Background: an optimization exercise with open tools, aiming at small area. Do not read the settings as production practice.
Only simulation tests tie the RTL to the original design; equivalence was not proved.
No activity file was given, so power comes from the tool's default toggle rates.

Design filter_core, start of the top module:
module filter_core #(
    parameter NMAX = 32
) (
    input  wire        clk,
    input  wire        rst_n,
    input  wire        cmd_valid,
    output wire        cmd_ready,
    input  wire [23:0] cmd_data,
    output wire        rsp_valid,
    input  wire        rsp_ready,
    output wire [31:0] rsp_data,
    output wire        fault_o
);
Settings: LEC_CHECK=0, CAP_MARGIN=20, CORE_MARGIN=2, CORE_UTILIZATION=40, CTS_BUF_LIST=sky130_fd_sc_hd__clkbuf_4, SLEW_MARGIN=20; clock period 12.0 ns.
run.sh (not shown) runs the stock make flow with config.mk's settings and CLKGATE_MAP_FILE= SYNTH_SCRIPT=/design/flow/synth_recipe.tcl, a recipe that flattens the netlist after the stock synthesis.
Edit:
Settings changed: CTS_BUF_LIST sky130_fd_sc_hd__clkbuf_4 to default.
Result: Sequential share of layout area barely changes; worst setup slack is worse by 0.0068 ns; synthesized cell count does not change; cell count shrinks by 4.8%.


filter_core, a different RTL version from the one above (not shown whole).
Size: about 2300 cells after synthesis, about 770 flip-flops, about 63 I/O pins, ~0.025 sq mm of cells after synthesis.
Design filter_core, start of the top module:
module filter_core #(
    parameter NMAX = 32
) (
    input  wire        clk,
    input  wire        rst_n,
    input  wire        cmd_valid,
    output wire        cmd_ready,
    input  wire [23:0] cmd_data,
    output wire        rsp_valid,
    input  wire        rsp_ready,
    output wire [31:0] rsp_data,
    output wire        fault_o
);
export LEC_CHECK = 0
export CAP_MARGIN = 20
export CORE_MARGIN = 2
export CORE_UTILIZATION = 40
export CTS_BUF_LIST = sky130_fd_sc_hd__clkbuf_8
export CTS_CLUSTER_DIAMETER = 60
export CTS_CLUSTER_SIZE = 16
export GPL_TIMING_DRIVEN = 0
export SLEW_MARGIN = 20
create_clock -name core_clock -period 12.0 [get_ports {clk}]
standard.sh (not shown) runs the stock make flow with config.mk's settings and CLKGATE_MAP_FILE= SYNTH_SCRIPT=/design/flow/synth_recipe.tcl, a recipe that flattens the netlist after the stock synthesis.
==> flow/flow/run.sh <==
#!/bin/bash
# Own layout flow: the standard layout (standard.sh), except that the
# synthesis maps the combinational logic with an area-oriented ABC script
# (flow/abc_area_map.script) instead of ORFS's delay-oriented one. The
# synthesis is otherwise ORFS's, run through the standard flow's synth_recipe.tcl, so the
# registers and their names are those of the standard synthesis. The port
# buffers that the standard flow inserts are plain buf_1 cells, and clock tree
# synthesis adds no dummy loads.
set -euo pipefail
W=$(pwd)
S=$FLOW_HOME/scripts
mkdir -p "$W/mysynth"
sed -e "s#\$::env(SCRIPTS_DIR)/abc_speed.script#$W/flow/abc_area_map.script#" \
    -e "s#\$::env(SCRIPTS_DIR)/abc_area.script#$W/flow/abc_area_map.script#" \
    "$S/synth_preamble.tcl" > "$W/mysynth/synth_preamble.tcl"
sed -e "s#\$::env(SCRIPTS_DIR)/synth_preamble.tcl#$W/mysynth/synth_preamble.tcl#" \
    "$S/synth.tcl" > "$W/mysynth/synth.tcl"
sed -e "s#\$::env(SCRIPTS_DIR)/synth.tcl#$W/mysynth/synth.tcl#" \
    "$W/synth_recipe.tcl" > "$W/mysynth/synth_recipe.tcl"
sed -E "s#SYNTH_SCRIPT=[^ ]+#SYNTH_SCRIPT=$W/mysynth/synth_recipe.tcl 'BUFFER_PORTS_ARGS=-buffer_cell sky130_fd_sc_hd__buf_1' 'CTS_ARGS=-sink_clustering_enable -repair_clock_nets -sink_clustering_size 16 -sink_clustering_max_diameter 60 -buf_list sky130_fd_sc_hd__clkbuf_8 -dont_use_dummy_load'#" \
    "$W/standard.sh" > "$W/mysynth/standard.sh"
grep -q "abc_area_map.script" "$W/mysynth/synth_preamble.tcl"
grep -q "mysynth/synth_preamble.tcl" "$W/mysynth/synth.tcl"
grep -q "mysynth/synth.tcl" "$W/mysynth/synth_recipe.tcl"
grep -q "mysynth/synth_recipe.tcl 'BUFFER_PORTS_ARGS.*dont_use_dummy_load'" "$W/mysynth/standard.sh"
bash "$W/mysynth/standard.sh" > "$W/flow_make.log" 2>&1
==> flow/flow/abc_area_map.script <==
&get -n
&st
&syn2
&dch -f
&nf -R 1000 -p -C 32 -F 8 -A 4
&st
&syn2
&dch -f
&nf -R 1000 -p -C 32 -F 8 -A 4
&st
&syn2
&dch -f
&nf -R 1000 -p -C 32 -F 8 -A 4
&st
&syn2
&dch -f
&nf -R 1000 -p -C 32 -F 8 -A 4
&put
topo
==> next run, changes <==
--- a/flow/flow/run.sh
+++ b/flow/flow/run.sh
@@ -20 +20 @@
-sed -E "s#SYNTH_SCRIPT=[^ ]+#SYNTH_SCRIPT=$W/mysynth/synth_recipe.tcl 'BUFFER_PORTS_ARGS=-buffer_cell sky130_fd_sc_hd__buf_1' 'CTS_ARGS=-sink_clustering_enable -repair_clock_nets -sink_clustering_size 16 -sink_clustering_max_diameter 60 -buf_list sky130_fd_sc_hd__clkbuf_8 -dont_use_dummy_load'#" \
+sed -E "s#SYNTH_SCRIPT=[^ ]+#SYNTH_SCRIPT=$W/mysynth/synth_recipe.tcl 'BUFFER_PORTS_ARGS=-buffer_cell sky130_fd_sc_hd__buf_1' 'CTS_ARGS=-sink_clustering_enable -repair_clock_nets -sink_clustering_size 18 -sink_clustering_max_diameter 55 -buf_list sky130_fd_sc_hd__clkbuf_8 -sink_clustering_buffer sky130_fd_sc_hd__clkbuf_8 -root_buf sky130_fd_sc_hd__clkbuf_4 -tree_buf sky130_fd_sc_hd__clkbuf_4 -dont_use_dummy_load'#" \
Settings changed: CTS_CLUSTER_DIAMETER 60 to 55, CTS_CLUSTER_SIZE 16 to 18, PLACE_DENSITY set to 0.9, SLEW_MARGIN 20 to 5.
After rerunning: The new run passed the timing, design-rule and antenna checks; global-route usage decreases by 2.0 points; setup slack improves by 0.15 ns; wire length falls by 5.7%; power falls by about 2.3%; first-iteration DRC count is higher by about 50%; die area does not change; clock power falls by about 7%.
==> next run, changes <==
--- a/flow/flow/run.sh
+++ b/flow/flow/run.sh
@@ -7,2 +7 @@
-# buffers that the standard flow inserts are plain buf_1 cells, and clock tree
-# synthesis adds no dummy loads.
+# buffers that the standard flow inserts are plain buf_1 cells.
@@ -20 +19 @@
-sed -E "s#SYNTH_SCRIPT=[^ ]+#SYNTH_SCRIPT=$W/mysynth/synth_recipe.tcl 'BUFFER_PORTS_ARGS=-buffer_cell sky130_fd_sc_hd__buf_1' 'CTS_ARGS=-sink_clustering_enable -repair_clock_nets -sink_clustering_size 18 -sink_clustering_max_diameter 55 -buf_list sky130_fd_sc_hd__clkbuf_8 -sink_clustering_buffer sky130_fd_sc_hd__clkbuf_8 -root_buf sky130_fd_sc_hd__clkbuf_4 -tree_buf sky130_fd_sc_hd__clkbuf_4 -dont_use_dummy_load'#" \
+sed -E "s#SYNTH_SCRIPT=[^ ]+#SYNTH_SCRIPT=$W/mysynth/synth_recipe.tcl 'BUFFER_PORTS_ARGS=-buffer_cell sky130_fd_sc_hd__buf_1'#" \
@@ -25 +24 @@
-grep -q "mysynth/synth_recipe.tcl 'BUFFER_PORTS_ARGS.*dont_use_dummy_load'" "$W/mysynth/standard.sh"
+grep -q "mysynth/synth_recipe.tcl 'BUFFER_PORTS_ARGS" "$W/mysynth/standard.sh"
==> flow/flow/abc_area_map.script (replaced) <==
&get -n
&st
&syn2
&dch -f
&nf -R 1000 -p
&st
&syn2
&dch -f
&nf -R 1000 -p
&put
topo
Settings changed: CAP_MARGIN 20 to 0, CTS_CLUSTER_DIAMETER 55 to 60, CTS_CLUSTER_SIZE 18 to 16, PLACE_DENSITY 0.9 to not set, SLEW_MARGIN 5 to 0.
This time the run reached the layout checks and failed them: max-capacitance violations.
Sequential power barely changes.
Setup slack gets better by 0.51 ns.
Total power climbs by about 7%.
Utilization climbs by 0.72 points.
Final area climbs by 2.2%.
Sequential share of layout area drops by 1.3 points.
Final cell count climbs by about 2.2%.
Via count drops by 1.9%.
Synthesized cell count climbs by about 2.3%.
Routed wire length climbs by about 10%.
==> next run, changes <==
--- a/flow/flow/run.sh
+++ b/flow/flow/run.sh
@@ -7 +7,2 @@
-# buffers that the standard flow inserts are plain buf_1 cells.
+# buffers that the standard flow inserts are plain buf_1 cells, and clock tree
+# synthesis adds no dummy loads.
@@ -19 +20 @@
-sed -E "s#SYNTH_SCRIPT=[^ ]+#SYNTH_SCRIPT=$W/mysynth/synth_recipe.tcl 'BUFFER_PORTS_ARGS=-buffer_cell sky130_fd_sc_hd__buf_1'#" \
+sed -E "s#SYNTH_SCRIPT=[^ ]+#SYNTH_SCRIPT=$W/mysynth/synth_recipe.tcl 'BUFFER_PORTS_ARGS=-buffer_cell sky130_fd_sc_hd__buf_1' 'CTS_ARGS=-sink_clustering_enable -repair_clock_nets -sink_clustering_size 18 -sink_clustering_max_diameter 55 -buf_list sky130_fd_sc_hd__clkbuf_8 -sink_clustering_buffer sky130_fd_sc_hd__clkbuf_8 -root_buf sky130_fd_sc_hd__clkbuf_4 -tree_buf sky130_fd_sc_hd__clkbuf_4 -dont_use_dummy_load'#" \
@@ -24 +25 @@
-grep -q "mysynth/synth_recipe.tcl 'BUFFER_PORTS_ARGS" "$W/mysynth/standard.sh"
+grep -q "mysynth/synth_recipe.tcl 'BUFFER_PORTS_ARGS.*dont_use_dummy_load'" "$W/mysynth/standard.sh"
==> flow/flow/abc_area_map.script (replaced) <==
&get -n
&st
&syn2
&dch -f
&nf -R 1000 -p -C 32 -F 8 -A 4
&st
&syn2
&dch -f
&nf -R 1000 -p -C 32 -F 8 -A 4
&st
&syn2
&dch -f
&nf -R 1000 -p -C 32 -F 8 -A 4
&st
&syn2
&dch -f
&nf -R 1000 -p -C 32 -F 8 -A 4
&put
topo
Settings changed: CAP_MARGIN 0 to 20, CTS_CLUSTER_DIAMETER 60 to 55, CTS_CLUSTER_SIZE 16 to 18, SLEW_MARGIN 0 to 5.
Outcome: Now the flow finished clean. Routed wire length goes down by 3.7%. Register-to-register slack got worse by 0.82 ns. Fmax goes down by 7.4%. Global-route usage goes down by 0.71 points. Non-clock buffer count goes up by 14. Final cell count goes down by 1.9%. Core utilization goes down by 0.59 points. Critical path depth goes up by 4. Area after synthesis goes down by 1.3%. Power goes down by 5.5%.
==> next run, changes <==
--- a/flow/flow/run.sh
+++ b/flow/flow/run.sh
@@ -6,3 +6 @@
-# registers and their names are those of the standard synthesis. The port
-# buffers that the standard flow inserts are plain buf_1 cells, and clock tree
-# synthesis adds no dummy loads.
+# registers and their names are those of the standard synthesis.
@@ -20 +18 @@
-sed -E "s#SYNTH_SCRIPT=[^ ]+#SYNTH_SCRIPT=$W/mysynth/synth_recipe.tcl 'BUFFER_PORTS_ARGS=-buffer_cell sky130_fd_sc_hd__buf_1' 'CTS_ARGS=-sink_clustering_enable -repair_clock_nets -sink_clustering_size 18 -sink_clustering_max_diameter 55 -buf_list sky130_fd_sc_hd__clkbuf_8 -sink_clustering_buffer sky130_fd_sc_hd__clkbuf_8 -root_buf sky130_fd_sc_hd__clkbuf_4 -tree_buf sky130_fd_sc_hd__clkbuf_4 -dont_use_dummy_load'#" \
+sed -E "s#SYNTH_SCRIPT=[^ ]+#SYNTH_SCRIPT=$W/mysynth/synth_recipe.tcl#" \
@@ -25 +23 @@
-grep -q "mysynth/synth_recipe.tcl 'BUFFER_PORTS_ARGS.*dont_use_dummy_load'" "$W/mysynth/standard.sh"
+grep -q "mysynth/synth_recipe.tcl" "$W/mysynth/standard.sh"
==> flow/flow/abc_area_map.script (replaced) <==
&get -n
&st
&syn2
&dch -f
&nf -R 1000 -p
&st
&syn2
&dch -f
&nf -R 1000 -p
&put
topo
Settings changed: CTS_CLUSTER_DIAMETER 55 to 60, CTS_CLUSTER_SIZE 18 to 16, GPL_TIMING_DRIVEN 0 to not set, SLEW_MARGIN 5 to 20.
Result: The new run finished clean; setup slack gains 1.7 ns; global-route usage rises by 2.2 points; wire length went up by roughly a tenth; flip-flop and latch count stays the same; via count is higher by a few percent; total power is higher by a few percent; worst hold slack improved by 0.059 ns; non-clock buffer count went up by 24; cell area rose by a few percent; sequential power barely changes.
==> next run, changes <==
--- a/flow/flow/run.sh
+++ b/flow/flow/run.sh
@@ -6 +6,2 @@
-# registers and their names are those of the standard synthesis.
+# registers and their names are those of the standard synthesis. The port
+# buffers that the standard flow inserts are plain buf_1 cells.
@@ -18 +19 @@
-sed -E "s#SYNTH_SCRIPT=[^ ]+#SYNTH_SCRIPT=$W/mysynth/synth_recipe.tcl#" \
+sed -E "s#SYNTH_SCRIPT=[^ ]+#SYNTH_SCRIPT=$W/mysynth/synth_recipe.tcl 'BUFFER_PORTS_ARGS=-buffer_cell sky130_fd_sc_hd__buf_1'#" \
@@ -23 +24 @@
-grep -q "mysynth/synth_recipe.tcl" "$W/mysynth/standard.sh"
+grep -q "mysynth/synth_recipe.tcl 'BUFFER_PORTS_ARGS" "$W/mysynth/standard.sh"
==> flow/flow/abc_area_map.script (replaced) <==
&get -n
&st
&syn2
&dch -f
&nf -R 1000 -p -C 32 -F 8 -A 4
&st
&syn2
&dch -f
&nf -R 1000 -p -C 32 -F 8 -A 4
&st
&syn2
&dch -f
&nf -R 1000 -p -C 32 -F 8 -A 4
&st
&syn2
&dch -f
&nf -R 1000 -p -C 32 -F 8 -A 4
&put
topo
Settings changed: GPL_TIMING_DRIVEN set to 0.
Fmax decreases by 14%. Worst hold slack is better by 0.027 ns. Sequential share of layout area goes up by 1.4 points. Cell area goes down by 2.5%. First-iteration DRC count is lower by 1.2%. Count of clock-buffer cells in the layout stays the same. Power barely changes. Setup slack got worse by 1.5 ns. Final cell count shrinks by 2.7%. Synthesized cell count shrinks by 2.3%.

-- what the ideal ports hide --
The results above use ideal ports. As a check the final layouts listed here were re-extracted and re-timed, cells and wires unchanged.
Step 1 (the two cells are an assumption about what drives the block):
set clk [get_ports {clk}]
set_driving_cell -lib_cell sky130_fd_sc_hd__clkbuf_16 $clk
set_driving_cell -lib_cell sky130_fd_sc_hd__buf_2 [delete_from_list [all_inputs] $clk]
Step 2 adds t to the input delays and takes it off the output delays; t is the mean of the earliest and latest rising clock arrival at the registers after step 1. Input paths then give back, and output paths get back, about the clock's delay inside the block.
a / b / c = no drivers / after step 1 / after step 2; a / b = the first two.
run | t, ns | setup WS [ns] | latest minus earliest clock arrival (ns) | slew at the worst register clock pin (ns)
the first run of note 1 | 1.079 | 3.408 / 3.381 / 3.408 | 0.116 / 0.117 | 0.08 / 0.08
the second run of note 1 | 0.691 | 3.401 / 3.401 / 3.401 | 0.048 / 0.048 | 0.07 / 0.07
the first run of note 2 | 0.703 | 0.980 / 0.980 / 0.980 | 0.129 / 0.129 | 0.11 / 0.11
the second run of note 2 | 0.865 | 1.133 / 1.133 / 1.133 | 0.102 / 0.102 | 0.11 / 0.11
the third run of note 2 | 0.792 | 1.646 / 1.646 / 1.646 | 0.080 / 0.080 | 0.11 / 0.11
the fourth run of note 2 | 0.899 | 0.825 / 0.825 / 0.825 | 0.156 / 0.156 | 0.11 / 0.11
the fifth run of note 2 | 0.751 | 2.520 / 2.520 / 2.520 | 0.069 / 0.068 | 0.11 / 0.11
the sixth run of note 2 | 0.746 | 0.997 / 0.997 / 0.997 | 0.050 / 0.050 | 0.12 / 0.12
